Background: an optimization exercise with open tools, aiming at small area, a short achievable clock period and few clock cycles. Do not read the settings as production practice.
Function was not checked in any run shown here: the RTL went through the layout flow alone.
Power and IR drop assume default switching activity.

## flow/config.mk

```make
export PLATFORM = sky130hd
export DESIGN_NAME = daly_rx
export DESIGN_NICKNAME = daly_rx
export VERILOG_FILES = /design/flow/design.v
export SDC_FILE = /design/flow/constraint.sdc
export NUM_CORES = 4
export LEC_CHECK = 0
export CAP_MARGIN = 20
export CORE_MARGIN = 2
export CORE_UTILIZATION = 40
export PLACE_DENSITY = 0.6
export SETUP_SLACK_MARGIN = 3.8
export SLEW_MARGIN = 20
```

## flow/constraint.sdc

```tcl
create_clock -name core_clock -period 6.5 [get_ports {clk}]
set_input_delay 1.3000 -clock core_clock [delete_from_list [all_inputs] [get_ports {clk}]]
set_output_delay 1.3000 -clock core_clock [all_outputs]
set_load 0.01 [all_outputs]
```

## flow/design.v

```verilog
module daly_rx (
    input  wire        clk,
    input  wire        rst,
    input  wire        start_valid,
    output wire        start_ready,
    input  wire [7:0]  start_cmd,
    input  wire [7:0]  start_n,
    input  wire        start_w2,
    input  wire [7:0]  start_count,
    input  wire        rx_valid,
    output wire        rx_ready,
    input  wire [7:0]  rx_data,
    input  wire        rx_last,
    input  wire        rx_ctl,
    output wire        item_valid,
    input  wire        item_ready,
    output wire [15:0] item_data,
    output wire        log_valid,
    output wire        log_kind,
    output wire [7:0]  log_a,
    output wire [7:0]  log_b,
    output wire        done,
    output wire [7:0]  done_frames,
    output wire [7:0]  done_items,
    output wire [2:0]  done_detail
);
    localparam D_NONE      = 3'd0;
    localparam D_READ_ERR  = 3'd1;
    localparam D_NO_DATA   = 3'd2;
    localparam D_SHORT     = 3'd3;
    localparam D_CHECKSUM  = 3'd4;
    localparam D_COMMAND   = 3'd5;
    reg        sr;             
    reg        rdy;            
    reg        rx_on;          
    reg        done_r;
    reg        emit;           
    reg [2:0]  ij;             
    reg        inc_e;          
    reg [7:0]  x_cmd;
    reg        x_w2;
    reg [7:0]  rem;            
    reg [7:0]  nleft;          
    reg [3:0]  bc;             
    reg [7:0]  sum;            
    reg        cmd_ok;
    reg [7:0]  idx;            
    reg [7:0]  pb [0:6];       
    reg [15:0] itm;            
    reg [7:0]  frames;
    reg [7:0]  series;
    reg [7:0]  eidx;           
    reg [2:0]  detail;
    reg        log_v;
    reg        log_k;
    assign start_ready = sr;
    assign rx_ready    = rdy;
    assign item_valid  = emit;
    assign item_data   = itm;
    assign log_valid   = log_v;
    assign log_kind    = log_k;
    assign log_a       = eidx;
    assign log_b       = idx;
    assign done        = done_r;
    assign done_frames = frames;
    assign done_items  = series;
    assign done_detail = detail;
    wire start_take = start_valid && sr;
    wire take  = rx_valid && rdy;
    wire dbeat = take && !rx_ctl;
    wire cbeat = take && rx_ctl;
    wire b12   = (bc == 4'd12);
    wire fin_slot = dbeat && b12;
    wire short = dbeat && !b12 && rx_last;
    wire eq    = (rx_data == sum);
    wire more  = (rem != 8'd0);
    wire okf   = fin_slot && eq && cmd_ok;
    wire lk    = okf && more;
    wire mm    = (idx != eidx);
    wire emit_take = emit && item_ready;
    wire last_item = (rem == 8'd1) || (ij == (x_w2 ? 3'd2 : 3'd6));
    wire emit_n    = lk || (emit && !(item_ready && last_item));
    wire rx_on_n   = rx_on && !(cbeat || short || (fin_slot && nleft == 8'd1));
    wire fin_n     = !rx_on_n && !emit_n;
    wire [3:0] freed = x_w2 ? {ij, 1'b1} : {1'b0, ij};
    wire [3:0] bc1   = bc + 4'd1;
    wire stall_t = emit && !b12 && (bc1 >= 4'd5) && (bc1 - 4'd5 > freed);
    wire stall_h = emit && (bc >= 4'd5) && (bc - 4'd5 > freed);
    wire stall_n = dbeat ? stall_t : stall_h;
    wire [2:0] sel = emit ? ij + 3'd1 : 3'd0;
    wire [2:0] sel2 = {sel[1:0], 1'b0};
    wire [15:0] item_sel = x_w2 ? {pb[sel2], pb[sel2 + 3'd1]}
                                : {{8{pb[sel][7]}}, pb[sel]};
    always @(posedge clk) begin
        if (dbeat) begin
            sum <= (bc == 4'd0 ? 8'd0 : sum) + rx_data;
            if (bc == 4'd2)
                cmd_ok <= (rx_data == x_cmd);
            if (bc == 4'd4)
                idx <= rx_data;
            if (bc >= 4'd5 && bc <= 4'd11)
                pb[bc - 4'd5] <= rx_data;
            bc <= b12 ? 4'd0 : bc1;
        end
        if (!emit || item_ready)
            itm <= item_sel;
        if (inc_e)
            eidx <= eidx + 8'd1;
        if (emit_take) begin
            series <= series + 8'd1;
            rem    <= rem - 8'd1;
            ij     <= ij + 3'd1;
        end
        if (lk)
            ij <= 3'd0;
        if (cbeat)
            detail <= rx_data[0] ? D_READ_ERR : D_NO_DATA;
        if (fin_slot) begin
            nleft <= nleft - 8'd1;
            log_k <= 1'b1;
            if (!eq)
                detail <= D_CHECKSUM;
            else if (!cmd_ok)
                detail <= D_COMMAND;
            else
                frames <= frames + 8'd1;
        end
        if (short) begin
            detail <= D_SHORT;
            log_k  <= 1'b0;
            eidx   <= {4'd0, bc1};
            idx    <= 8'd0;
        end
        if (start_take) begin
            x_cmd  <= start_cmd;
            x_w2   <= start_w2;
            rem    <= start_count;
            nleft  <= start_n;
            bc     <= 4'd0;
            frames <= 8'd0;
            series <= 8'd0;
            eidx   <= 8'd1;
            detail <= D_NONE;
        end
    end
    always @(posedge clk) begin
        if (rst) begin
            sr     <= 1'b1;
            rdy    <= 1'b0;
            rx_on  <= 1'b0;
            emit   <= 1'b0;
            done_r <= 1'b0;
            log_v  <= 1'b0;
            inc_e  <= 1'b0;
        end else begin
            log_v <= short || (lk && mm);
            inc_e <= lk;
            if (start_take) begin
                sr     <= (start_n == 8'd0);
                rdy    <= (start_n != 8'd0);
                rx_on  <= (start_n != 8'd0);
                emit   <= 1'b0;
                done_r <= (start_n == 8'd0);
            end else if (!sr) begin
                rx_on  <= rx_on_n;
                rdy    <= rx_on_n && !stall_n;
                emit   <= emit_n;
                done_r <= fin_n;
                sr     <= fin_n;
            end else begin
                done_r <= 1'b0;
            end
        end
    end
endmodule
```

## flow/run.sh

```bash
#!/bin/bash
# synth_recipe.tcl (not shown) runs the flow's synth.tcl, then flattens the netlist and writes it again
# the make line also repeats each setting of config.mk as NAME=value (left out here)
make -C /OpenROAD-flow-scripts/flow DESIGN_CONFIG=/design/flow/config.mk WORK_HOME=/design/flow/orfs CLKGATE_MAP_FILE= SYNTH_SCRIPT=/design/flow/synth_recipe.tcl finish
```

==> results.txt, run 1 <==
# TYPE chip_impl_metric gauge
chip_impl_metric{name="start_util",unit="%"} 40.8
chip_impl_metric{name="synth.yosys.warnings",unit=""} 1
chip_impl_metric{name="inserted_clock_buffers",unit=""} 17
chip_impl_metric{name="vdd_ir_drop_max",unit="mV"} 0.194
chip_impl_info{name="timing.setup.critical_path_class",value="input pin to flip-flop"} 1
chip_impl_info{name="worstHoldEndpoint",value="series[1]"} 1
chip_impl_info{name="synthTopCellsByArea",value="edfxtp_1 40%, dfxtp_1 13%, nand2_1 5.3%, xnor2_1 4.9%, ha_1 4.7%"} 1
chip_impl_metric{name="ys_ff_latch",unit=""} 156
chip_impl_info{name="timing.critical_path.cells",value="buf_4 > ha_1 > inv_1 > fa_1 > nor2b_1 > o21ai_0 > a21boi_1 > or4_1 > nand3_1"} 1
chip_impl_metric{name="cp_data_arrival_time",unit="ns"} 2.88
chip_impl_metric{name="gate_count_post_synth",unit=""} 767
chip_impl_info{name="hp-start",value="series[1]"} 1
chip_impl_metric{name="grt_max_degree",unit=""} 43
chip_impl_metric{name="route.vias.total",unit=""} 6008
chip_impl_metric{name="synth-seq-area-share",unit="%"} 52.7
chip_impl_metric{name="final_setup_viols",unit=""} 0
chip_impl_metric{name="synth_cell_type_count",unit=""} 61
chip_impl_metric{name="met3WireLength",unit="um"} 964
chip_impl_metric{name="global_route_total_usage_across_every_layer",unit="%"} 18.6
chip_impl_metric{name="antenna_left",unit=""} 0
chip_impl_info{name="maxUsedRoutingLayer",value="met4"} 1
chip_impl_metric{name="placementRows",unit=""} 51
chip_impl_metric{name="io_pins",unit=""} 97
chip_impl_metric{name="power_density",unit="nW/um^2"} 228
chip_impl_metric{name="avgViaCountPerCell",unit=""} 5.23
chip_impl_info{name="worstSetupEndpointType",value="flip-flop"} 1
chip_impl_metric{name="cts.path.max_buffers",unit=""} 2
chip_impl_metric{name="mappedNetlistNets",unit=""} 838
chip_impl_metric{name="final.setup_skew",unit="ns"} 0.00815
chip_impl_info{name="startpoint_type",value="input pin"} 1
chip_impl_metric{name="finalCriticalPeriod",unit="ns"} 2.71
chip_impl_metric{name="max-slew-margin-rel",unit="%"} 28.9
chip_impl_info{name="worstReg2RegStart",value="bc[0]"} 1
chip_impl_metric{name="cts_hold_repair.buffers",unit=""} 0
chip_impl_info{name="synth_largest_area_cell",value="edfxtp_1"} 1
chip_impl_info{name="synth.cells.most_frequent",value="113 x nand2_1, 106 x edfxtp_1, 73 x nor2_1"} 1
chip_impl_metric{name="core-area",unit="sq um"} 19500
chip_impl_metric{name="detail_route.drc_violations",unit=""} 0
chip_impl_metric{name="drt_pre_antenna_iters",unit=""} 5
chip_impl_metric{name="finalWirelength",unit="um"} 18900
chip_impl_info{name="cts-root-buf",value="clkbuf_16"} 1
chip_impl_metric{name="setup-tns-final",unit="ns"} 0
chip_impl_metric{name="clock_net_sink_count",unit=""} 156
chip_impl_metric{name="wl_met1",unit="um"} 9060
chip_impl_metric{name="cts.reportedPaths.clkPinSlew",unit="ns"} 0.06
chip_impl_info{name="critical_path.slowest_cell",value="fa_1"} 1
chip_impl_metric{name="grt_antenna_before_repair",unit=""} 0
chip_impl_metric{name="final_min_period_over_clock_period",unit="%"} 41.7
chip_impl_metric{name="reg2reg_depth",unit=""} 12
chip_impl_metric{name="timing_hold_violations_final",unit=""} 0
chip_impl_metric{name="crit_path_max_incr_delay",unit="ns"} 0.39
chip_impl_metric{name="insertion_delay",unit="ns"} 0.43
chip_impl_metric{name="finalNetCount",unit=""} 941
chip_impl_metric{name="tightestPinTransition",unit="ns"} 1.07
chip_impl_metric{name="max_freq",unit="MHz"} 369
chip_impl_metric{name="synth-edff-count",unit=""} 106
chip_impl_metric{name="post_synth_instance_area",unit="sq um"} 7940
chip_impl_info{name="rr_endpoint",value="sum[6]"} 1
chip_impl_info{name="dominantRegCellSynth",value="edfxtp_1"} 1
chip_impl_metric{name="portBuffers",unit=""} 96
chip_impl_metric{name="grt_pass1_wl",unit="um"} 29500
chip_impl_metric{name="number_of_diodes",unit=""} 0
chip_impl_info{name="min-delay-path-class",value="flip-flop to flip-flop"} 1
chip_impl_metric{name="grt_pass1_vias",unit=""} 5519
chip_impl_metric{name="required",unit="ns"} 6.67
chip_impl_metric{name="timing.reg2reg.setup_slack",unit="ns"} 3.86
chip_impl_metric{name="async_reset_ff_share",unit="%"} 0
chip_impl_info{name="synth_most_common_cell",value="nand2_1"} 1
chip_impl_info{name="outcome",value="no timing/DRC/antenna violations"} 1
chip_impl_metric{name="slew_violations",unit=""} 0
chip_impl_metric{name="total_leakage_power",unit="nW"} 3.86
chip_impl_metric{name="clock_tree.htree_level_count",unit=""} 4
chip_impl_metric{name="dpl.hpwl",unit="um"} 12700
chip_impl_metric{name="synth_largest_type_area_fraction",unit="%"} 40.1
chip_impl_metric{name="die_h",unit="um"} 145
chip_impl_metric{name="drv.max_cap_violation_count",unit=""} 0
chip_impl_metric{name="wl_met2",unit="um"} 8670
chip_impl_metric{name="detail_route.wl_per_cell",unit="um"} 16.5
chip_impl_metric{name="die_width",unit="um"} 145
chip_impl_metric{name="die_area",unit="sq um"} 21000
chip_impl_metric{name="detail_route.iter0.violations",unit=""} 412
chip_impl_info{name="grt_setup_unrepaired",value="yes"} 1
chip_impl_metric{name="areaGrowthSynthToFinish",unit="%"} 26.9
chip_impl_metric{name="worst_hold_path.num_cells",unit=""} 2
chip_impl_metric{name="worst-path-max-fanout",unit=""} 13
chip_impl_metric{name="final_layout_size_suffix_gt1_share",unit="%"} 14.9
chip_impl_metric{name="finish.instance_area",unit="sq um"} 10100
chip_impl_info{name="cts_tree",value="built"} 1
chip_impl_metric{name="globalRoute.totalOverflow",unit=""} 0
chip_impl_metric{name="syn-mean-instance-area",unit="sq um"} 10.4
chip_impl_metric{name="placed_instance_area",unit="sq um"} 9150
chip_impl_metric{name="gpl.final_weighted_congestion",unit=""} 0.842
[routing by layer]
| layer | vias up | global-route usage [%] |
|---|---|---|
| li1 | 2965 | - |
| met1 | 2872 | 26.5 |
| met2 | 159 | 28.7 |
| met3 | 12 | 3.72 |
| met4 | 0 | 5.47 |
| met5 | - | 0 |
[flip-flops by register name, indices dropped and copies added (netlist names), 3 cells and up]
| signal | cells |
|---|---|
| bc | 4 |
| detail | 3 |
| eidx | 8 |
| frames | 8 |
| idx | 8 |
| ij | 3 |
| itm | 16 |
| nleft | 8 |
| pb | 56 |
| rem | 8 |
| series | 8 |
| sum | 8 |
| x_cmd | 8 |
[layout make-up]
class,instances,area [sq um]
timing repair buffer,122,1170
sequential,156,4220
clock buffer,17,425
multi-input combinational,549,3650
tap,265,332
clock inverter,15,163
inverter,24,115
fill,1774,9390
[how the worst max path moves through the flow]
stage / startpoint / to / slack, ns / cells past startpoint
finish: rx_data[0] / sum[6] / 3.79 / 9
global route: bc[0] / sum[6] / 3.70 / 12
CTS: start_valid / frames[7] / 3.72 / 6
detailed placement: start_valid / frames[7] / 2.49 / 6
global placement: start_valid / frames[7] / 2.59 / 6
floorplan: rx_ctl / frames[4] / 3.70 / 7
[stage by stage]
step	cells	setup WS (ns)	power, mW	hold WS [ns]	util, %
6_report	1148	3.79	2.30	0.498	51.8
5_1_grt	1148	3.70	2.39	0.525	51.8
4_1_cts	1143	3.72	2.31	0.499	51.1
3_5_place_dp	1096	2.49	1.32	0.487	47.0
3_3_place_gp	1096	2.59	1.32	0.474	47.0
2_1_floorplan	767	3.70	1.24	0.502	-
[cells by family after synthesis]
| family | share of synthesized area [%] |
|---|---|
| flip-flops | 52.7 |
| multiplexers | 4.14 |
| adder cells (fa/ha/maj) | 4.98 |
| AND/OR/NAND/NOR | 17.0 |
| buffers and inverters | 3.07 |
| XOR/XNOR | 7.06 |
| AO/OA/AOI/OAI | 11.1 |
[placed cells by master, fill, tap and decap left out, types with 4 or more instances in the layout]
| cell type | n |
|---|---|
| a211oi_1 | 9 |
| a21oi_1 | 34 |
| a311oi_1 | 5 |
| a31o_2 | 8 |
| a31oi_1 | 9 |
| and2_1 | 13 |
| and3_1 | 4 |
| buf_4 | 24 |
| clkbuf_16 | 17 |
| clkbuf_4 | 6 |
| clkdlybuf4s50_1 | 63 |
| clkinv_4 | 4 |
| clkinvlp_4 | 4 |
| dfxtp_1 | 28 |
| dfxtp_2 | 19 |
| dlygate4sd2_1 | 10 |
| dlymetal6s2s_1 | 15 |
| edfxtp_1 | 106 |
| ha_1 | 28 |
| inv_1 | 20 |
| inv_6 | 4 |
| mux2i_1 | 25 |
| nand2_1 | 111 |
| nand2b_1 | 7 |
| nand3_1 | 19 |
| nand4_1 | 16 |
| nor2_1 | 69 |
| nor2b_1 | 4 |
| nor3_1 | 5 |
| nor3_4 | 4 |
| o211ai_1 | 10 |
| o21ai_0 | 35 |
| or3_1 | 5 |
| or4_1 | 6 |
| xnor2_1 | 43 |
| xor2_1 | 20 |
[report_power, final]
group | switching [mW] | total (mW) | internal, mW
Sequential | 0.0260 | 1.12 | 1.09
Combinational | 0.0998 | 0.189 | 0.0895
Clock | 0.423 | 0.994 | 0.571
[what timing repair did]
item / 4_1_cts / 5_1_grt
pin swaps: 6 / 6
setup endpoints to repair: 183 / 53
buffers inserted: 15 / 5
resized for setup: 95 / 35
[worst max-delay path, delay by kind of cell]
kind	cells	cell delay [ns]
compound gates	2	0.37
fa+ha+maj	2	0.59
buf+inv	2	0.25
simple gates	3	0.36
==> run 2: changes to the inputs <==
--- a/flow/config.mk
+++ b/flow/config.mk
@@ -9,5 +9,4 @@
 export CORE_MARGIN = 2
 export CORE_UTILIZATION = 40
 export PLACE_DENSITY = 0.6
-export SETUP_SLACK_MARGIN = 3.8
 export SLEW_MARGIN = 20
==> run 2 against run 1 <==
  * Still clean
  * Clock power decreased by 5.8%
  * Combinational power down 2%
  * Sequential share of layout area increased by 1.1 points
  * Largest power group unchanged
==> results.txt, run 2 <==
# TYPE chip_impl_metric gauge
chip_impl_info{name="outcome",value="no timing/DRC/antenna violations"} 1
chip_impl_metric{name="io_pins",unit=""} 97
chip_impl_metric{name="final_layout_size_suffix_gt1_share",unit="%"} 7.27
chip_impl_info{name="grt_setup_unrepaired",value="no"} 1
chip_impl_metric{name="portBuffers",unit=""} 96
chip_impl_metric{name="ys_ff_latch",unit=""} 156
chip_impl_info{name="leading_cell_types_in_the_layout_fill_and_taps_excluded",value="113 x nand2_1, 106 x edfxtp_1, 96 x clkdlybuf4s50_1"} 1
chip_impl_metric{name="max_freq",unit="MHz"} 279
chip_impl_metric{name="grt_pass1_wl",unit="um"} 31700
chip_impl_metric{name="gate_count_post_synth",unit=""} 767
chip_impl_metric{name="number_of_diodes",unit=""} 0
chip_impl_metric{name="detail_route.wl_per_cell",unit="um"} 17.9
chip_impl_metric{name="die_area",unit="sq um"} 21000
chip_impl_metric{name="synth_cell_type_count",unit=""} 61
chip_impl_metric{name="grt_max_degree",unit=""} 43
chip_impl_info{name="worstSetupEndpointType",value="flip-flop"} 1
chip_impl_metric{name="finalNetCount",unit=""} 924
chip_impl_info{name="timing.setup.critical_path_class",value="input pin to flip-flop"} 1
chip_impl_metric{name="route.vias.total",unit=""} 5910
chip_impl_metric{name="cp_data_arrival_time",unit="ns"} 3.75
chip_impl_metric{name="global_route_total_usage_across_every_layer",unit="%"} 20.3
chip_impl_info{name="synth.cells.most_frequent",value="113 x nand2_1, 106 x edfxtp_1, 73 x nor2_1"} 1
chip_impl_metric{name="die_h",unit="um"} 145
chip_impl_metric{name="setup_slack",unit="ns"} 2.92
chip_impl_info{name="cts-root-buf",value="clkbuf_16"} 1
chip_impl_metric{name="slew_violations",unit=""} 0
chip_impl_metric{name="placementRows",unit=""} 51
chip_impl_metric{name="power_density",unit="nW/um^2"} 230
chip_impl_metric{name="mappedNetlistNets",unit=""} 838
chip_impl_info{name="dominantRegCellSynth",value="edfxtp_1"} 1
chip_impl_metric{name="tightestPinTransition",unit="ns"} 1.13
chip_impl_metric{name="total_leakage_power",unit="nW"} 3.43
chip_impl_metric{name="setup-tns-final",unit="ns"} 0
chip_impl_metric{name="max-slew-margin-rel",unit="%"} 23.9
chip_impl_metric{name="clock_tree.htree_level_count",unit=""} 4
chip_impl_info{name="layout_commonest_cell",value="nand2_1"} 1
chip_impl_metric{name="required",unit="ns"} 6.66
chip_impl_metric{name="grt_pass1_vias",unit=""} 5740
chip_impl_metric{name="gate_power_share",unit="%"} 8.3
chip_impl_metric{name="die_width",unit="um"} 145
chip_impl_metric{name="final_min_period_over_clock_period",unit="%"} 55.1
chip_impl_metric{name="pre_cts_slack",unit="ns"} 2.56
chip_impl_metric{name="clkPwrFrac",unit="%"} 41.8
chip_impl_metric{name="globalRoute.totalOverflow",unit=""} 0
chip_impl_metric{name="avgViaCountPerCell",unit=""} 5.23
chip_impl_metric{name="postCtsSetupBuffers",unit=""} 0
chip_impl_info{name="min-delay-path-class",value="flip-flop to flip-flop"} 1
chip_impl_metric{name="placed_instance_area",unit="sq um"} 9160
chip_impl_metric{name="worst-path-max-fanout",unit=""} 13
chip_impl_metric{name="netSwitchingFraction",unit="%"} 22.8
chip_impl_info{name="cts_tree",value="built"} 1
chip_impl_info{name="startpoint_type",value="input pin"} 1
chip_impl_metric{name="cts.reportedPaths.clkPinSlew",unit="ns"} 0.06
chip_impl_metric{name="final_cells",unit=""} 1131
chip_impl_metric{name="cellInternalPower",unit="mW"} 1.73
chip_impl_metric{name="clock_net_sink_count",unit=""} 156
chip_impl_metric{name="finish.instance_area",unit="sq um"} 9730
chip_impl_metric{name="core-area",unit="sq um"} 19500
chip_impl_info{name="synth_largest_area_cell",value="edfxtp_1"} 1
chip_impl_metric{name="hold_ws",unit="ns"} 0.488
chip_impl_metric{name="drt_pre_antenna_iters",unit=""} 5
chip_impl_metric{name="gpl.final_weighted_congestion",unit=""} 0.884
chip_impl_metric{name="number_of_flip_flops_under_the_largest_register_name",unit=""} 56
chip_impl_metric{name="grt_antenna_before_repair",unit=""} 0
chip_impl_metric{name="timing_hold_violations_final",unit=""} 0
chip_impl_metric{name="synth-edff-count",unit=""} 106
chip_impl_metric{name="inserted_clock_buffers",unit=""} 17
chip_impl_metric{name="dpl.hpwl",unit="um"} 14300
chip_impl_info{name="synthTopCellsByArea",value="edfxtp_1 40%, dfxtp_1 13%, nand2_1 5.3%, xnor2_1 4.9%, ha_1 4.7%"} 1
chip_impl_metric{name="filler_cell_count",unit=""} 1801
chip_impl_metric{name="final.setup_skew",unit="ns"} 0.00847
chip_impl_metric{name="synth.yosys.warnings",unit=""} 1
chip_impl_metric{name="report.power.total",unit="mW"} 2.24
chip_impl_metric{name="post_synth_instance_area",unit="sq um"} 7940
chip_impl_metric{name="drv.max_cap_violation_count",unit=""} 0
chip_impl_metric{name="final_setup_viols",unit=""} 0
chip_impl_metric{name="synth-seq-area-share",unit="%"} 52.7
chip_impl_metric{name="start_util",unit="%"} 40.8
chip_impl_metric{name="detail_route.iter0.violations",unit=""} 454
chip_impl_metric{name="async_reset_ff_share",unit="%"} 0
chip_impl_metric{name="post-place-cells",unit=""} 1098
chip_impl_metric{name="finalCriticalPeriod",unit="ns"} 3.58
chip_impl_metric{name="syn-mean-instance-area",unit="sq um"} 10.4
chip_impl_metric{name="cells_resized_by_post_cts_repair",unit=""} 0
chip_impl_metric{name="switchingPower",unit="uW"} 509
chip_impl_metric{name="utilization",unit="%"} 50.0
chip_impl_metric{name="cts_hold_repair.buffers",unit=""} 0
chip_impl_metric{name="seq_power_share",unit="%"} 49.9
chip_impl_metric{name="synth_largest_type_area_fraction",unit="%"} 40.1
chip_impl_info{name="synth_most_common_cell",value="nand2_1"} 1
chip_impl_info{name="largest_registers",value="pb x56, itm x16"} 1
chip_impl_metric{name="antenna_left",unit=""} 0
chip_impl_metric{name="detail_route.drc_violations",unit=""} 0
chip_impl_info{name="largest_register",value="pb"} 1
chip_impl_metric{name="finalWirelength",unit="um"} 20300
chip_impl_metric{name="insertion_delay",unit="ns"} 0.43
chip_impl_metric{name="cts.path.max_buffers",unit=""} 2
chip_impl_metric{name="areaGrowthSynthToFinish",unit="%"} 22.6
chip_impl_metric{name="vdd_ir_drop_max",unit="mV"} 0.188
[run 2: final cells by class]
cell class              count  area (sq um)  share of cell area [%]
flip-flops and latches    156          4180                    43.0
multi-input cells         549          3530                    36.3
repair buffers            105          1030                    10.6
clock buffers              22           465                    4.78
well taps                 265           332                    3.41
inverters                  24          95.1                   0.977
clock inverters            10          92.6                   0.951
[run 2: critical path, stage by stage]
cell and delay, ns:
clkdlybuf4s50_1 0.88, ha_1 0.28, inv_1 0.06, fa_1 0.41, nor2b_1 0.12, o21ai_0 0.11, a21boi_0 0.36, or4_1 0.17
nand3_1 0.07
[run 2: cell families (layout without fill, tap and decap cells)]
family / Yosys count / in the layout / synth area share, %
AO/OA/AOI/OAI: 137 / 137 / 11.1
XOR/XNOR: 64 / 64 / 7.06
adder cells (fa/ha/maj): 31 / 31 / 4.98
buffers and inverters: 62 / 161 / 3.07
flip-flops: 156 / 156 / 52.7
multiplexers: 29 / 29 / 4.14
AND/OR/NAND/NOR: 288 / 288 / 17.0
[run 2: path summary, 6_finish.rpt]
| path | start | endpoint | slack, ns | cells past startpoint |
|---|---|---|---|---|
| worst max-delay path | rx_data[0] | sum[6] | 2.92 | 9 |
| worst min-delay path | series[7] | series[7] | 0.49 | 2 |
| worst max register to register | bc[0] | sum[6] | 3.21 | 12 |
| worst min register to register | series[7] | series[7] | 0.49 | 2 |
[run 2: metal layers]
layer,routed length [um],up-vias,GRT usage [%],share of wire [%]
met1,9520,2824,27.8,47
met4,295,0,6.23,1.5
met5,0,-,0,0
met2,9330,140,32.0,46
li1,-,2927,-,-
met3,1120,19,4.77,5.5
[run 2: power by group through the flow]
stage | Clock (mW) | Combinational (mW) | Sequential (mW)
6_report | 0.936 | 0.185 | 1.12
5_1_grt | 0.995 | 0.206 | 1.12
4_1_cts | 0.958 | 0.186 | 1.12
3_5_place_dp | 0 | 0.185 | 1.14
3_3_place_gp | 0 | 0.184 | 1.14
2_1_floorplan | 0 | 0.104 | 1.13
==> run 3: changes to the inputs <==
--- a/flow/config.mk
+++ b/flow/config.mk
@@ -9,4 +9,5 @@
 export CORE_MARGIN = 2
 export CORE_UTILIZATION = 40
 export PLACE_DENSITY = 0.6
+export SETUP_SLACK_MARGIN = 4.3
 export SLEW_MARGIN = 20
==> run 3 against run 2 <==
  * Still clean on timing, DRC and antenna
  * Count of clock-buffer cells in the layout shrank 5
  * Clock power grew 5.6%
  * Cell count grew 11%
  * Setup slack gained 1.1 ns
  * Sequential cell count is the same
  * Routed wire length grew 13%
  * Combinational power grew 52%
  * Sequential power is essentially flat
  * Clock skew grew 0.0013 ns
  * Critical path depth shrank 2
  * Utilization grew 11 points
  * Power grew 6.1%
==> results.txt, run 3 <==
# TYPE chip_impl_metric gauge
chip_impl_metric{name="final.setup_skew",unit="ns"} 0.00978
chip_impl_metric{name="route.vias.total",unit=""} 6648
chip_impl_metric{name="global_route_total_usage_across_every_layer",unit="%"} 21.6
chip_impl_metric{name="power_density",unit="nW/um^2"} 201
chip_impl_metric{name="die_area",unit="sq um"} 21000
chip_impl_info{name="worst_setup_path_startpoint",value="rx_data[1]"} 1
chip_impl_metric{name="required",unit="ns"} 6.85
chip_impl_metric{name="area_used_by_multi_input_combinational_logic",unit="sq um"} 4240
chip_impl_metric{name="number_of_diodes",unit=""} 0
chip_impl_metric{name="avgViaCountPerCell",unit=""} 5.28
chip_impl_metric{name="antenna_left",unit=""} 0
chip_impl_metric{name="portBuffers",unit=""} 96
chip_impl_metric{name="ys_ff_latch",unit=""} 156
chip_impl_metric{name="final_setup_viols",unit=""} 0
chip_impl_metric{name="areaGrowthSynthToFinish",unit="%"} 49.1
chip_impl_metric{name="final-seq-area",unit="sq um"} 4300
chip_impl_metric{name="gate_count_post_synth",unit=""} 767
chip_impl_metric{name="async_reset_ff_share",unit="%"} 0
chip_impl_metric{name="drt_pre_antenna_iters",unit=""} 5
chip_impl_metric{name="post_synth_instance_area",unit="sq um"} 7940
chip_impl_metric{name="inserted_clock_buffers",unit=""} 17
chip_impl_metric{name="dpl.hpwl",unit="um"} 13200
chip_impl_metric{name="grt_max_degree",unit=""} 43
chip_impl_metric{name="synth_largest_type_area_fraction",unit="%"} 40.1
chip_impl_metric{name="placementRows",unit=""} 51
chip_impl_info{name="synth_most_common_cell",value="nand2_1"} 1
chip_impl_metric{name="detail_route.wl_per_cell",unit="um"} 18.2
chip_impl_metric{name="insertion_delay",unit="ns"} 0.43
chip_impl_info{name="synth_largest_area_cell",value="edfxtp_1"} 1
chip_impl_info{name="synth.cells.most_frequent",value="113 x nand2_1, 106 x edfxtp_1, 73 x nor2_1"} 1
chip_impl_info{name="layout_commonest_cell",value="edfxtp_1"} 1
chip_impl_info{name="grt_setup_unrepaired",value="yes"} 1
chip_impl_info{name="endpoint",value="frames[4]"} 1
chip_impl_info{name="startpoint_type",value="input pin"} 1
chip_impl_metric{name="vdd_ir_drop_max",unit="mV"} 0.184
chip_impl_metric{name="detail_route.iter0.violations",unit=""} 408
chip_impl_info{name="cts-root-buf",value="clkbuf_16"} 1
chip_impl_metric{name="timing.reg2reg.setup_slack",unit="ns"} 4.21
chip_impl_metric{name="core-area",unit="sq um"} 19500
chip_impl_metric{name="max-slew-margin-rel",unit="%"} 66.8
chip_impl_metric{name="slew_violations",unit=""} 0
chip_impl_metric{name="cp_data_arrival_time",unit="ns"} 2.81
chip_impl_metric{name="worst-path-max-fanout",unit=""} 7
chip_impl_metric{name="globalRoute.totalOverflow",unit=""} 0
chip_impl_metric{name="synth_cell_type_count",unit=""} 61
chip_impl_metric{name="finalCriticalPeriod",unit="ns"} 2.45
chip_impl_metric{name="hold_ws",unit="ns"} 0.506
chip_impl_metric{name="filler_cell_count",unit=""} 1523
chip_impl_info{name="timing.setup.critical_path_class",value="input pin to flip-flop"} 1
chip_impl_metric{name="cts.path.max_buffers",unit=""} 2
chip_impl_metric{name="synth-seq-area-share",unit="%"} 52.7
chip_impl_metric{name="worst_hold_path.num_cells",unit=""} 2
chip_impl_info{name="cts_tree",value="built"} 1
chip_impl_metric{name="detail_route.drc_violations",unit=""} 0
chip_impl_info{name="synthTopCellsByArea",value="edfxtp_1 40%, dfxtp_1 13%, nand2_1 5.3%, xnor2_1 4.9%, ha_1 4.7%"} 1
chip_impl_metric{name="tightestPinTransition",unit="ns"} 0.496
chip_impl_metric{name="synth-edff-count",unit=""} 106
chip_impl_info{name="dominantRegCellSynth",value="edfxtp_1"} 1
chip_impl_metric{name="setup-tns-final",unit="ns"} 0
chip_impl_metric{name="mappedNetlistNets",unit=""} 838
chip_impl_info{name="largest_register",value="pb"} 1
chip_impl_metric{name="finalWirelength",unit="um"} 22900
chip_impl_metric{name="die_width",unit="um"} 145
chip_impl_metric{name="drv.max_cap_violation_count",unit=""} 0
chip_impl_metric{name="max_freq",unit="MHz"} 408
chip_impl_metric{name="final_layout_size_suffix_gt1_share",unit="%"} 39.4
chip_impl_metric{name="final_min_period_over_clock_period",unit="%"} 37.7
chip_impl_metric{name="grt_pass1_vias",unit=""} 6563
chip_impl_metric{name="clock_net_sink_count",unit=""} 156
chip_impl_metric{name="timing_hold_violations_final",unit=""} 0
chip_impl_metric{name="grt_antenna_before_repair",unit=""} 0
chip_impl_info{name="worstSetupEndpointType",value="flip-flop"} 1
chip_impl_info{name="worstReg2RegStart",value="bc[0]"} 1
chip_impl_metric{name="total_leakage_power",unit="nW"} 4.52
chip_impl_metric{name="grt_pass1_wl",unit="um"} 34500
chip_impl_metric{name="die_h",unit="um"} 145
chip_impl_metric{name="io_pins",unit=""} 97
chip_impl_info{name="outcome",value="no timing/DRC/antenna violations"} 1
chip_impl_metric{name="finalNetCount",unit=""} 1053
chip_impl_info{name="leading_cell_types_in_the_layout_fill_and_taps_excluded",value="106 x edfxtp_1, 103 x nand2_1, 102 x buf_4"} 1
chip_impl_metric{name="clock_tree.htree_level_count",unit=""} 4
chip_impl_metric{name="syn-mean-instance-area",unit="sq um"} 10.4
chip_impl_metric{name="start_util",unit="%"} 40.8
chip_impl_metric{name="cts.reportedPaths.clkPinSlew",unit="ns"} 0.07
chip_impl_info{name="largest_registers",value="pb x56, itm x16"} 1
chip_impl_metric{name="synth.yosys.warnings",unit=""} 1
chip_impl_metric{name="number_of_flip_flops_under_the_largest_register_name",unit=""} 56
chip_impl_info{name="rr_endpoint",value="sum[7]"} 1
chip_impl_info{name="min-delay-path-class",value="flip-flop to flip-flop"} 1
chip_impl_metric{name="gpl.final_weighted_congestion",unit=""} 0.826
chip_impl_metric{name="reg2reg_depth",unit=""} 11
[run 3: changes by cell type in the layout (fill, tap and decap cells not counted), moves of 20 or more]
cell and change:
dfxtp_2 +20, buf_6 +60, clkdlybuf4s50_1 -77, dfxtp_4 +25, dfxtp_1 -45, buf_4 +94
[run 3: cell type report]
class / count / share of cell area, %
sequential: 156 / 36.4
inverter: 24 / 0.983
clock buffer: 17 / 3.59
multi-input combinational: 551 / 35.8
clock inverter: 15 / 1.40
timing repair buffer: 232 / 19.1
tap: 265 / 2.80
[run 3: worst min path at each step]
stage | from | end | slack, ns
after floorplan | log_k | log_k | 0.50
after global placement | log_k | log_k | 0.47
after detailed placement | log_k | log_k | 0.49
after CTS | series[7] | series[7] | 0.50
after global routing | series[7] | series[7] | 0.53
final | log_k | log_k | 0.51
[run 3: layer usage]
| layer | vias to the layer above | wire, um | part of all wire, % | track usage, % |
|---|---|---|---|---|
| li1 | 3189 | - | - | - |
| met1 | 3224 | 9620 | 42 | 26.7 |
| met2 | 191 | 11800 | 52 | 37.9 |
| met3 | 44 | 925 | 4.0 | 3.46 |
| met4 | 0 | 559 | 2.4 | 8.64 |
| met5 | - | 0 | 0 | 0 |
[run 3: metrics by stage]
step | util (%) | total power [mW] | cells | worst slack, ns | instance area (sq um)
floorplan | - | 1.25 | 767 | 3.72 | 8180
global placement | 47.7 | 1.32 | 1094 | 2.66 | 9280
detailed placement | 47.7 | 1.33 | 1094 | 2.58 | 9280
CTS | 57.4 | 2.34 | 1222 | 4.07 | 11200
global route | 60.8 | 2.46 | 1260 | 3.99 | 11800
finish | 60.8 | 2.37 | 1260 | 4.05 | 11800
[run 3: report_power, final]
part / internal, mW / switching [mW] / total (mW)
Combinational: 0.143 / 0.139 / 0.282
Clock: 0.518 / 0.470 / 0.988
Sequential: 1.08 / 0.0206 / 1.10
[run 3: worst max-delay path, stage by stage]
cell     delay, ns
buf_12        0.11
xnor2_4       0.12
nand4_1       0.13
buf_6         0.15
or3_4         0.42
or4_4         0.43
a21oi_2       0.14
[run 3: cells by family after synthesis]
| logic type | count (synthesis) | synth area share [%] |
|---|---|---|
| and+or+nand+nor | 288 | 17.0 |
| AOI/OAI and AO/OA | 137 | 11.1 |
| buffers and inverters | 62 | 3.07 |
| DFF | 156 | 52.7 |
| muxes | 29 | 4.14 |
| xor gates and xnor gates | 64 | 7.06 |
| adders and majority gates | 31 | 4.98 |
[run 3: what timing repair did]
action | 4_1_cts | 5_1_grt
resized for setup | 491 | 77
hold buffers | 0 | 0
pin swaps | 34 | 43
setup buffers | 95 | 36
setup endpoints to repair | 246 | 163
gates cloned | 1 | 2
==> run 4: changes to the inputs <==
--- a/flow/config.mk
+++ b/flow/config.mk
@@ -5,6 +5,7 @@
 export SDC_FILE = /design/flow/constraint.sdc
 export NUM_CORES = 4
 export LEC_CHECK = 0
+export ABC_CLOCK_PERIOD_IN_PS = 2000
 export CAP_MARGIN = 20
 export CORE_MARGIN = 2
 export CORE_UTILIZATION = 40
==> run 4 against run 3 <==
  * Area after synthesis unchanged
  * Power unchanged
  * Global-route usage unchanged
  * Fmax unchanged
==> results.txt, run 4 <==
# TYPE chip_impl_metric gauge
chip_impl_metric{name="synth_largest_type_area_fraction",unit="%"} 40.1
chip_impl_metric{name="final_min_period_over_clock_period",unit="%"} 37.7
chip_impl_metric{name="gate_count_post_synth",unit=""} 767
chip_impl_metric{name="grt_antenna_before_repair",unit=""} 0
chip_impl_metric{name="synth_compound_gate_area_share",unit="%"} 11.1
chip_impl_metric{name="synth_cell_type_count",unit=""} 61
chip_impl_metric{name="syn-mean-instance-area",unit="sq um"} 10.4
chip_impl_metric{name="inserted_clock_buffers",unit=""} 17
chip_impl_metric{name="grt_pass1_wl",unit="um"} 34500
chip_impl_metric{name="antenna_left",unit=""} 0
chip_impl_metric{name="drv.max_cap_violation_count",unit=""} 0
chip_impl_info{name="timing.critical_path.max_delay_family",value="simple AND/OR/NAND/NOR gates"} 1
chip_impl_metric{name="die_width",unit="um"} 145
chip_impl_info{name="worstReg2RegStart",value="bc[0]"} 1
chip_impl_metric{name="grt_max_degree",unit=""} 43
chip_impl_metric{name="filler_cell_count",unit=""} 1523
chip_impl_metric{name="max_freq",unit="MHz"} 408
chip_impl_metric{name="area_used_by_multi_input_combinational_logic",unit="sq um"} 4240
chip_impl_info{name="synth_largest_area_cell",value="edfxtp_1"} 1
chip_impl_metric{name="number_of_diodes",unit=""} 0
chip_impl_metric{name="core-area",unit="sq um"} 19500
chip_impl_info{name="cts_tree",value="built"} 1
chip_impl_info{name="critical_path.slowest_cell",value="or4_4"} 1
chip_impl_metric{name="cts.path.max_buffers",unit=""} 2
chip_impl_metric{name="placementRows",unit=""} 51
chip_impl_metric{name="synth_xor_xnor_area_share",unit="%"} 7.06
chip_impl_info{name="worstSetupEndpointType",value="flip-flop"} 1
chip_impl_metric{name="cp_num_buf_inv",unit=""} 2
chip_impl_metric{name="reg2reg_depth",unit=""} 11
chip_impl_metric{name="dpl.hpwl",unit="um"} 13200
chip_impl_metric{name="async_reset_ff_share",unit="%"} 0
chip_impl_info{name="rr_endpoint",value="sum[7]"} 1
chip_impl_info{name="synth_most_common_cell",value="nand2_1"} 1
chip_impl_info{name="startpoint_type",value="input pin"} 1
chip_impl_metric{name="final_layout_size_suffix_gt1_share",unit="%"} 39.4
chip_impl_metric{name="route.vias.total",unit=""} 6648
chip_impl_metric{name="synth.yosys.warnings",unit=""} 1
chip_impl_info{name="outcome",value="no timing/DRC/antenna violations"} 1
chip_impl_metric{name="detail_route.drc_violations",unit=""} 0
chip_impl_metric{name="io_pins",unit=""} 97
chip_impl_metric{name="finalNetCount",unit=""} 1053
chip_impl_metric{name="cts.reportedPaths.clkPinSlew",unit="ns"} 0.07
chip_impl_metric{name="post_synth_instance_area",unit="sq um"} 7940
chip_impl_metric{name="max-slew-margin-rel",unit="%"} 66.8
chip_impl_metric{name="clock_net_sink_count",unit=""} 156
chip_impl_metric{name="avgViaCountPerCell",unit=""} 5.28
chip_impl_metric{name="start_util",unit="%"} 40.8
chip_impl_metric{name="post_synth_fa_ha_maj_area_fraction",unit="%"} 4.98
chip_impl_metric{name="final_setup_viols",unit=""} 0
chip_impl_metric{name="cp_data_arrival_time",unit="ns"} 2.81
chip_impl_info{name="leading_cell_types_in_the_layout_fill_and_taps_excluded",value="106 x edfxtp_1, 103 x nand2_1, 102 x buf_4"} 1
chip_impl_info{name="layout_commonest_cell",value="edfxtp_1"} 1
chip_impl_metric{name="tightestPinTransition",unit="ns"} 0.496
chip_impl_metric{name="setup-tns-final",unit="ns"} 0
chip_impl_metric{name="grt_pass1_vias",unit=""} 6563
chip_impl_metric{name="final.setup_skew",unit="ns"} 0.00978
chip_impl_metric{name="synth.area.mux_share",unit="%"} 4.14
chip_impl_metric{name="global_route_total_usage_across_every_layer",unit="%"} 21.6
chip_impl_metric{name="worst-path-max-fanout",unit=""} 7
chip_impl_metric{name="finalCriticalPeriod",unit="ns"} 2.45
chip_impl_metric{name="total_leakage_power",unit="nW"} 4.52
chip_impl_metric{name="synth-seq-area-share",unit="%"} 52.7
chip_impl_info{name="synth.cells.most_frequent",value="113 x nand2_1, 106 x edfxtp_1, 73 x nor2_1"} 1
chip_impl_metric{name="globalRoute.totalOverflow",unit=""} 0
chip_impl_metric{name="die_h",unit="um"} 145
chip_impl_metric{name="synth_area_in_simple_gates",unit="%"} 17.0
chip_impl_metric{name="mappedNetlistNets",unit=""} 838
chip_impl_info{name="worstHoldEndpoint",value="log_k"} 1
chip_impl_info{name="cts-root-buf",value="clkbuf_16"} 1
chip_impl_info{name="grt_setup_unrepaired",value="yes"} 1
chip_impl_metric{name="synth-edff-count",unit=""} 106
chip_impl_metric{name="detail_route.iter0.violations",unit=""} 408
chip_impl_metric{name="slew_violations",unit=""} 0
chip_impl_metric{name="clock_tree.htree_level_count",unit=""} 4
chip_impl_metric{name="final-seq-area",unit="sq um"} 4300
chip_impl_metric{name="detail_route.wl_per_cell",unit="um"} 18.2
chip_impl_metric{name="vdd_ir_drop_max",unit="mV"} 0.184
chip_impl_info{name="timing.critical_path.cells",value="buf_12 > xnor2_4 > nand4_1 > buf_6 > or3_4 > or4_4 > a21oi_2"} 1
chip_impl_metric{name="areaGrowthSynthToFinish",unit="%"} 49.1
chip_impl_metric{name="finalWirelength",unit="um"} 22900
chip_impl_metric{name="power_density",unit="nW/um^2"} 201
chip_impl_metric{name="drt_pre_antenna_iters",unit=""} 5
chip_impl_metric{name="timing.reg2reg.setup_slack",unit="ns"} 4.21
chip_impl_info{name="synthTopCellsByArea",value="edfxtp_1 40%, dfxtp_1 13%, nand2_1 5.3%, xnor2_1 4.9%, ha_1 4.7%"} 1
chip_impl_metric{name="pre_cts_slack",unit="ns"} 2.58
chip_impl_metric{name="worst_hold_path.num_cells",unit=""} 2
chip_impl_metric{name="crit_path_max_incr_delay",unit="ns"} 0.43
chip_impl_info{name="hp-start",value="log_k"} 1
chip_impl_info{name="dominantRegCellSynth",value="edfxtp_1"} 1
chip_impl_metric{name="ys_ff_latch",unit=""} 156
chip_impl_info{name="synth_top_family_by_area",value="simple AND/OR/NAND/NOR gates"} 1
chip_impl_info{name="largest_register",value="pb"} 1
chip_impl_metric{name="number_of_flip_flops_under_the_largest_register_name",unit=""} 56
chip_impl_metric{name="portBuffers",unit=""} 96
chip_impl_info{name="timing.setup.critical_path_class",value="input pin to flip-flop"} 1
chip_impl_info{name="largest_registers",value="pb x56, itm x16"} 1
chip_impl_metric{name="gpl.final_weighted_congestion",unit=""} 0.826
chip_impl_info{name="min-delay-path-class",value="flip-flop to flip-flop"} 1
chip_impl_metric{name="timing_hold_violations_final",unit=""} 0
chip_impl_metric{name="setup_slack",unit="ns"} 4.05
chip_impl_metric{name="required",unit="ns"} 6.85
chip_impl_metric{name="die_area",unit="sq um"} 21000
chip_impl_metric{name="insertion_delay",unit="ns"} 0.43
run 4: what timing repair did:
item / in CTS / in global routing
hold endpoints to repair: 0 / 0
hold buffers: 0 / 0
setup endpoints to repair: 246 / 163
resized for setup: 491 / 77
pin swaps: 34 / 43
cloned: 1 / 2
buffers inserted: 95 / 36
run 4: worst reg2reg max path, cell delays in order, from the launching register on:
cell and delay [ns]:
dfxtp_4 0.37, clkinvlp_4 0.10, ha_4 0.18, nand2_4 0.10, nand2_2 0.09, inv_1 0.11, ha_4 0.21, a21oi_2 0.14
nor2b_1 0.08, o31a_1 0.27, o41ai_2 0.27, xnor2_1 0.11
run 4: area by class of cell:
class	count	area share, %
clock buffers	17	3.59
inverters	24	0.983
multi-input cells	551	35.8
repair buffers	232	19.1
clock inverters	15	1.40
flip-flops and latches	156	36.4
well taps	265	2.80
run 4: logic make-up (layout without fill, tap and decap cells):
kind of cell,after synthesis,in the layout
simple gates,288,289
flops,156,156
compound gates,137,138
xor+xnor,64,64
buf+inv,62,288
fa+ha+maj,31,31
mux,29,29
run 4: where the power goes:
group | internal [mW] | total (mW) | switching (mW)
clock network | 0.518 | 0.988 | 0.470
registers | 1.08 | 1.10 | 0.0206
logic | 0.143 | 0.282 | 0.139
run 4: metal layers:
layer	wire (um)	global-route usage [%]
met1	9620	26.7
met2	11800	37.9
met3	925	3.46
met4	559	8.64
met5	0	0
run 4: per-stage QoR:
stage	hold slack [ns]	utilization, %	cells	total power [mW]	instance area [sq um]
after floorplan	0.505	-	767	1.25	8180
after global placement	0.467	47.7	1094	1.32	9280
after detailed placement	0.489	47.7	1094	1.33	9280
after CTS	0.498	57.4	1222	2.34	11200
after global routing	0.525	60.8	1260	2.46	11800
final	0.506	60.8	1260	2.37	11800
run 4: worst max-delay path by stage:
stage,to,depth (start not counted),from,slack (ns)
2_1_floorplan,frames[5],7,rx_ctl,3.72
4_1_cts,frames[5],7,rx_data[5],4.07
5_1_grt,sum[7],8,rx_data[1],3.99
3_3_place_gp,frames[5],6,rx_data[0],2.66
3_5_place_dp,sr,6,rx_data[0],2.58
6_report,frames[4],7,rx_data[1],4.05
==> run 5: changes to the inputs <==
--- a/flow/design.v
+++ b/flow/design.v
@@ -42,10 +42,15 @@
     reg [7:0]  rem;            
     reg [7:0]  nleft;          
     reg [3:0]  bc;             
-    reg [7:0]  sum;            
     reg        cmd_ok;
     reg [7:0]  idx;            
     reg [7:0]  pb [0:6];       
+    reg [7:0]  d_r;
+    reg        v_r;            
+    reg        e_r;            
+    reg        s_r;            
+    reg        k_r;            
+    reg [7:0]  sum;            
     reg [15:0] itm;            
     reg [7:0]  frames;
     reg [7:0]  series;
@@ -72,16 +77,16 @@
     wire b12   = (bc == 4'd12);
     wire fin_slot = dbeat && b12;
     wire short = dbeat && !b12 && rx_last;
-    wire eq    = (rx_data == sum);
+    wire eq    = (d_r == sum);
     wire more  = (rem != 8'd0);
-    wire okf   = fin_slot && eq && cmd_ok;
+    wire okf   = e_r && eq && cmd_ok;
     wire lk    = okf && more;
     wire mm    = (idx != eidx);
     wire emit_take = emit && item_ready;
     wire last_item = (rem == 8'd1) || (ij == (x_w2 ? 3'd2 : 3'd6));
     wire emit_n    = lk || (emit && !(item_ready && last_item));
     wire rx_on_n   = rx_on && !(cbeat || short || (fin_slot && nleft == 8'd1));
-    wire fin_n     = !rx_on_n && !emit_n;
+    wire fin_n     = !rx_on_n && !emit_n && !take;
     wire [3:0] freed = x_w2 ? {ij, 1'b1} : {1'b0, ij};
     wire [3:0] bc1   = bc + 4'd1;
     wire stall_t = emit && !b12 && (bc1 >= 4'd5) && (bc1 - 4'd5 > freed);
@@ -93,7 +98,6 @@
                                 : {{8{pb[sel][7]}}, pb[sel]};
     always @(posedge clk) begin
         if (dbeat) begin
-            sum <= (bc == 4'd0 ? 8'd0 : sum) + rx_data;
             if (bc == 4'd2)
                 cmd_ok <= (rx_data == x_cmd);
             if (bc == 4'd4)
@@ -102,21 +106,20 @@
                 pb[bc - 4'd5] <= rx_data;
             bc <= b12 ? 4'd0 : bc1;
         end
-        if (!emit || item_ready)
-            itm <= item_sel;
-        if (inc_e)
-            eidx <= eidx + 8'd1;
-        if (emit_take) begin
-            series <= series + 8'd1;
-            rem    <= rem - 8'd1;
-            ij     <= ij + 3'd1;
-        end
-        if (lk)
-            ij <= 3'd0;
-        if (cbeat)
-            detail <= rx_data[0] ? D_READ_ERR : D_NO_DATA;
-        if (fin_slot) begin
+        if (fin_slot)
             nleft <= nleft - 8'd1;
+        d_r <= rx_data;
+        v_r <= dbeat;
+        e_r <= fin_slot;
+        s_r <= short;
+        k_r <= cbeat;
+        if (e_r)
+            sum <= 8'd0;
+        else if (v_r)
+            sum <= sum + d_r;
+        if (k_r)
+            detail <= d_r[0] ? D_READ_ERR : D_NO_DATA;
+        if (e_r) begin
             log_k <= 1'b1;
             if (!eq)
                 detail <= D_CHECKSUM;
@@ -125,18 +128,30 @@
             else
                 frames <= frames + 8'd1;
         end
-        if (short) begin
+        if (inc_e)
+            eidx <= eidx + 8'd1;
+        if (s_r) begin
             detail <= D_SHORT;
             log_k  <= 1'b0;
-            eidx   <= {4'd0, bc1};
+            eidx   <= {4'd0, bc};
             idx    <= 8'd0;
         end
+        if (!emit || item_ready)
+            itm <= item_sel;
+        if (emit_take) begin
+            series <= series + 8'd1;
+            rem    <= rem - 8'd1;
+            ij     <= ij + 3'd1;
+        end
+        if (lk)
+            ij <= 3'd0;
         if (start_take) begin
             x_cmd  <= start_cmd;
             x_w2   <= start_w2;
             rem    <= start_count;
             nleft  <= start_n;
             bc     <= 4'd0;
+            sum    <= 8'd0;
             frames <= 8'd0;
             series <= 8'd0;
             eidx   <= 8'd1;
@@ -153,7 +168,7 @@
             log_v  <= 1'b0;
             inc_e  <= 1'b0;
         end else begin
-            log_v <= short || (lk && mm);
+            log_v <= s_r || (lk && mm);
             inc_e <= lk;
             if (start_take) begin
                 sr     <= (start_n == 8'd0);
==> flow/config.mk (replaced) <==
export PLATFORM = sky130hd
export DESIGN_NAME = daly_rx
export DESIGN_NICKNAME = daly_rx
export VERILOG_FILES = /design/flow/design.v
export SDC_FILE = /design/flow/constraint.sdc
export NUM_CORES = 4
export LEC_CHECK = 0
export CAP_MARGIN = 20
export CORE_MARGIN = 2
export CORE_UTILIZATION = 40
export PLACE_DENSITY = 0.6
export SETUP_SLACK_MARGIN = 3.8
export SLEW_MARGIN = 20
==> run 5 against run 4 <==
  * Register-to-register slack got worse by 0.33 ns
  * Area after synthesis is 2.8% higher
  * Cell count fell by 7.5%
  * Setup slack lost 0.21 ns
  * Largest power group unchanged
  * Critical path type is now flip-flop to primary output
  * Non-clock buffer count shrank 118
  * First-iteration DRC count decreased by 13%
  * Sequential share of layout area grew 6.3 points
  * Fmax shrank 7.9%
  * Utilization fell by 9.8 points
==> results.txt, run 5 <==
# TYPE chip_impl_metric gauge
chip_impl_info{name="outcome",value="no timing/DRC/antenna violations"} 1
chip_impl_metric{name="finalCriticalPeriod",unit="ns"} 2.66
chip_impl_metric{name="power_density",unit="nW/um^2"} 271
chip_impl_metric{name="clock_tree.htree_level_count",unit=""} 4
chip_impl_metric{name="placementRows",unit=""} 52
chip_impl_info{name="leading_cell_types_in_the_layout_fill_and_taps_excluded",value="112 x nand2_1, 98 x edfxtp_1, 73 x clkdlybuf4s50_1"} 1
chip_impl_info{name="synthTopCellsByArea",value="edfxtp_1 36%, dfxtp_1 17%, nand2_1 5.2%, ha_1 4.4%, nor2_1 3.2%"} 1
chip_impl_info{name="timing.critical_path.cells",value="clkdlybuf4s50_1"} 1
chip_impl_metric{name="timing.reg2reg.setup_slack",unit="ns"} 3.88
chip_impl_info{name="worstHoldEndpoint",value="sum[4]"} 1
chip_impl_metric{name="start_util",unit="%"} 40.6
chip_impl_info{name="synth_largest_area_cell",value="edfxtp_1"} 1
chip_impl_metric{name="syn-mean-instance-area",unit="sq um"} 10.4
chip_impl_metric{name="die_width",unit="um"} 147
chip_impl_metric{name="io_pins",unit=""} 97
chip_impl_info{name="timing.setup.critical_path_class",value="flip-flop to primary output"} 1
chip_impl_metric{name="vdd_ir_drop_max",unit="mV"} 0.225
chip_impl_metric{name="finalWirelength",unit="um"} 19700
chip_impl_metric{name="insertion_delay",unit="ns"} 0.42
chip_impl_metric{name="finalNetCount",unit=""} 953
chip_impl_metric{name="number_of_flip_flops_under_the_largest_register_name",unit=""} 56
chip_impl_info{name="critical_path.slowest_cell",value="clkdlybuf4s50_1"} 1
chip_impl_metric{name="grt_max_degree",unit=""} 36
chip_impl_metric{name="hold_ws",unit="ns"} 0.479
chip_impl_metric{name="grt_pass1_vias",unit=""} 5988
chip_impl_metric{name="drv.max_cap_violation_count",unit=""} 0
chip_impl_metric{name="synth.yosys.warnings",unit=""} 1
chip_impl_info{name="layout_commonest_cell",value="nand2_1"} 1
chip_impl_metric{name="utilization",unit="%"} 51.0
chip_impl_metric{name="worst_hold_path.num_cells",unit=""} 2
chip_impl_metric{name="avgViaCountPerCell",unit=""} 5.31
chip_impl_metric{name="globalRoute.totalOverflow",unit=""} 0
chip_impl_metric{name="detail_route.iter0.violations",unit=""} 357
chip_impl_metric{name="areaGrowthSynthToFinish",unit="%"} 25.7
chip_impl_metric{name="tightestPinTransition",unit="ns"} 1.05
chip_impl_metric{name="number_of_diodes",unit=""} 0
chip_impl_metric{name="cp_num_buf_inv",unit=""} 1
chip_impl_metric{name="clock_net_sink_count",unit=""} 168
chip_impl_metric{name="cts.reportedPaths.clkPinSlew",unit="ns"} 0.06
chip_impl_metric{name="synth-edff-count",unit=""} 98
chip_impl_info{name="synth.cells.most_frequent",value="113 x nand2_1, 98 x edfxtp_1, 70 x dfxtp_1"} 1
chip_impl_metric{name="drt_pre_antenna_iters",unit=""} 5
chip_impl_metric{name="timing_hold_violations_final",unit=""} 0
chip_impl_metric{name="synth_cell_type_count",unit=""} 59
chip_impl_metric{name="synth-seq-area-share",unit="%"} 53.2
chip_impl_metric{name="max_freq",unit="MHz"} 376
chip_impl_info{name="worstSetupEndpointType",value="primary output"} 1
chip_impl_metric{name="pre_cts_slack",unit="ns"} 2.71
chip_impl_metric{name="final_setup_viols",unit=""} 0
chip_impl_metric{name="detail_route.wl_per_cell",unit="um"} 16.9
chip_impl_metric{name="global_route_total_usage_across_every_layer",unit="%"} 18.2
chip_impl_metric{name="reg2reg_depth",unit=""} 7
chip_impl_metric{name="crit_path_max_incr_delay",unit="ns"} 0.54
chip_impl_info{name="hp-start",value="sum[4]"} 1
chip_impl_metric{name="max-slew-margin-rel",unit="%"} 30.2
chip_impl_metric{name="synth_largest_type_area_fraction",unit="%"} 36.1
chip_impl_info{name="cts-root-buf",value="clkbuf_16"} 1
chip_impl_metric{name="die_h",unit="um"} 147
chip_impl_info{name="min-delay-path-class",value="flip-flop to flip-flop"} 1
chip_impl_metric{name="die_area",unit="sq um"} 21600
chip_impl_metric{name="dpl.hpwl",unit="um"} 13300
chip_impl_metric{name="mappedNetlistNets",unit=""} 857
chip_impl_metric{name="slew_violations",unit=""} 0
chip_impl_metric{name="cp_data_arrival_time",unit="ns"} 1.36
chip_impl_metric{name="grt_pass1_wl",unit="um"} 31000
chip_impl_info{name="worstReg2RegStart",value="x_w2"} 1
chip_impl_metric{name="total_leakage_power",unit="nW"} 4.00
chip_impl_info{name="cts_tree",value="built"} 1
chip_impl_info{name="rr_endpoint",value="rdy"} 1
chip_impl_info{name="largest_registers",value="pb x56, itm x16"} 1
chip_impl_info{name="dominantRegCellSynth",value="edfxtp_1"} 1
chip_impl_info{name="synth_most_common_cell",value="nand2_1"} 1
chip_impl_metric{name="cts.path.max_buffers",unit=""} 2
chip_impl_metric{name="grt_antenna_before_repair",unit=""} 0
chip_impl_metric{name="final_layout_size_suffix_gt1_share",unit="%"} 12.1
chip_impl_metric{name="antenna_left",unit=""} 0
chip_impl_info{name="startpoint_type",value="flip-flop"} 1
chip_impl_metric{name="final_cells",unit=""} 1166
chip_impl_metric{name="setup_slack",unit="ns"} 3.84
chip_impl_metric{name="ys_ff_latch",unit=""} 168
chip_impl_metric{name="setup-tns-final",unit="ns"} 0
chip_impl_metric{name="cts_hold_repair.buffers",unit=""} 0
chip_impl_metric{name="async_reset_ff_share",unit="%"} 0
chip_impl_metric{name="required",unit="ns"} 5.20
chip_impl_metric{name="core-area",unit="sq um"} 20100
chip_impl_metric{name="post-place-cells",unit=""} 1118
chip_impl_metric{name="route.vias.total",unit=""} 6189
chip_impl_metric{name="portBuffers",unit=""} 96
chip_impl_metric{name="worst-path-max-fanout",unit=""} 7
chip_impl_info{name="largest_register",value="pb"} 1
chip_impl_metric{name="post_synth_instance_area",unit="sq um"} 8160
chip_impl_metric{name="detail_route.drc_violations",unit=""} 0
chip_impl_info{name="timing.critical_path.max_delay_family",value="buffers and inverters"} 1
chip_impl_metric{name="final_min_period_over_clock_period",unit="%"} 40.9
chip_impl_info{name="grt_setup_unrepaired",value="yes"} 1
chip_impl_metric{name="inserted_clock_buffers",unit=""} 17
chip_impl_metric{name="final.setup_skew",unit="ns"} 0.00800
chip_impl_metric{name="gate_count_post_synth",unit=""} 787
chip_impl_metric{name="gpl.final_weighted_congestion",unit=""} 0.797
run 5: repair_timing:
item	4_1_cts	5_1_grt
gates cloned	2	1
pin swaps	5	1
endpoints found under the hold margin	0	0
setup buffers	13	0
resized for setup	40	27
setup endpoints to repair	153	68
run 5: worst max path at each step:
| stage | start | end | slack, ns | cells after the start |
|---|---|---|---|---|
| final | eidx[2] | log_a[2] | 3.84 | 1 |
| after global routing | x_w2 | rdy | 3.80 | 7 |
| after CTS | start_valid | rem[3] | 3.73 | 5 |
| after detailed placement | start_valid | rem[1] | 2.71 | 5 |
| after global placement | start_valid | rem[0] | 2.80 | 5 |
| after floorplan | rx_ctl | pb[1][0] | 3.76 | 4 |
run 5: kinds of logic (layout without fill, tap and decap cells):
logic type,Yosys count,after routing,synth area share (%)
compound gates,146,146,11.5
mux,25,25,3.33
fa+ha+maj,30,30,4.69
xor+xnor,56,56,6.01
flops,168,168,53.2
buf+inv,61,168,3.57
simple gates,301,303,17.7
run 5: final cells by class:
type	instances	area, sq um
tap	270	338
timing repair inverter	1	6.26
inverter	21	86.3
clock buffer	24	513
fill	1856	9850
clock inverter	8	60.1
sequential	168	4380
timing repair buffer	114	1190
multi-input combinational	560	3680
run 5: stage by stage:
step,power (mW),cell area [sq um]
after global placement,1.78,9350
after CTS,2.78,10200
after floorplan,1.61,8230
final,2.78,10300
after detailed placement,1.79,9350
after global routing,2.91,10300
run 5: power breakdown:
group          internal, mW  leakage [nW]  switching [mW]
combinational         0.258          2.21           0.306
clock                 0.556         0.286           0.412
sequential             1.20          1.50          0.0474
total                  2.01          4.00           0.766
run 5: routing by layer:
layer	wire [um]	GRT usage, %
met2	9520	30.6
met4	365	5.78
met1	8960	23.8
met3	804	3.73
met5	0	0

-- separate check: timing with driven ports --
The flow's constraints put no driver on any port. The routed layouts listed below were extracted and timed again, unchanged, in two steps.
Step 1, drivers: a clkbuf_16 drives clk and a buf_2 each remaining input, both assumed.
Step 2, shift: input delay + t, output delay - t, t = (earliest + latest rising clock arrival at the registers) / 2. This alone moves slack from input paths to output paths.
Three values: ideal ports, drivers, drivers and shift; two values: the first two.
run	t, ns	setup WS [ns]	hold WS [ns]	worst register clock-pin slew, ns	cell pins on the clock port's net
run 1	0.472	3.789 / 3.787 / 3.335	0.498 / 0.498 / 0.498	0.07 / 0.07	1
run 2	0.464	2.919 / 2.921 / 2.457	0.488 / 0.488 / 0.488	0.07 / 0.07	1
run 3	0.470	4.049 / 4.042 / 3.572	0.506 / 0.506 / 0.506	0.07 / 0.07	1
run 4	0.470	4.049 / 4.042 / 3.572	0.506 / 0.506 / 0.506	0.07 / 0.07	1
run 5	0.462	3.839 / 3.798 / 3.458	0.479 / 0.479 / 0.479	0.07 / 0.07	1
After both steps setup and hold are still met in every run listed.
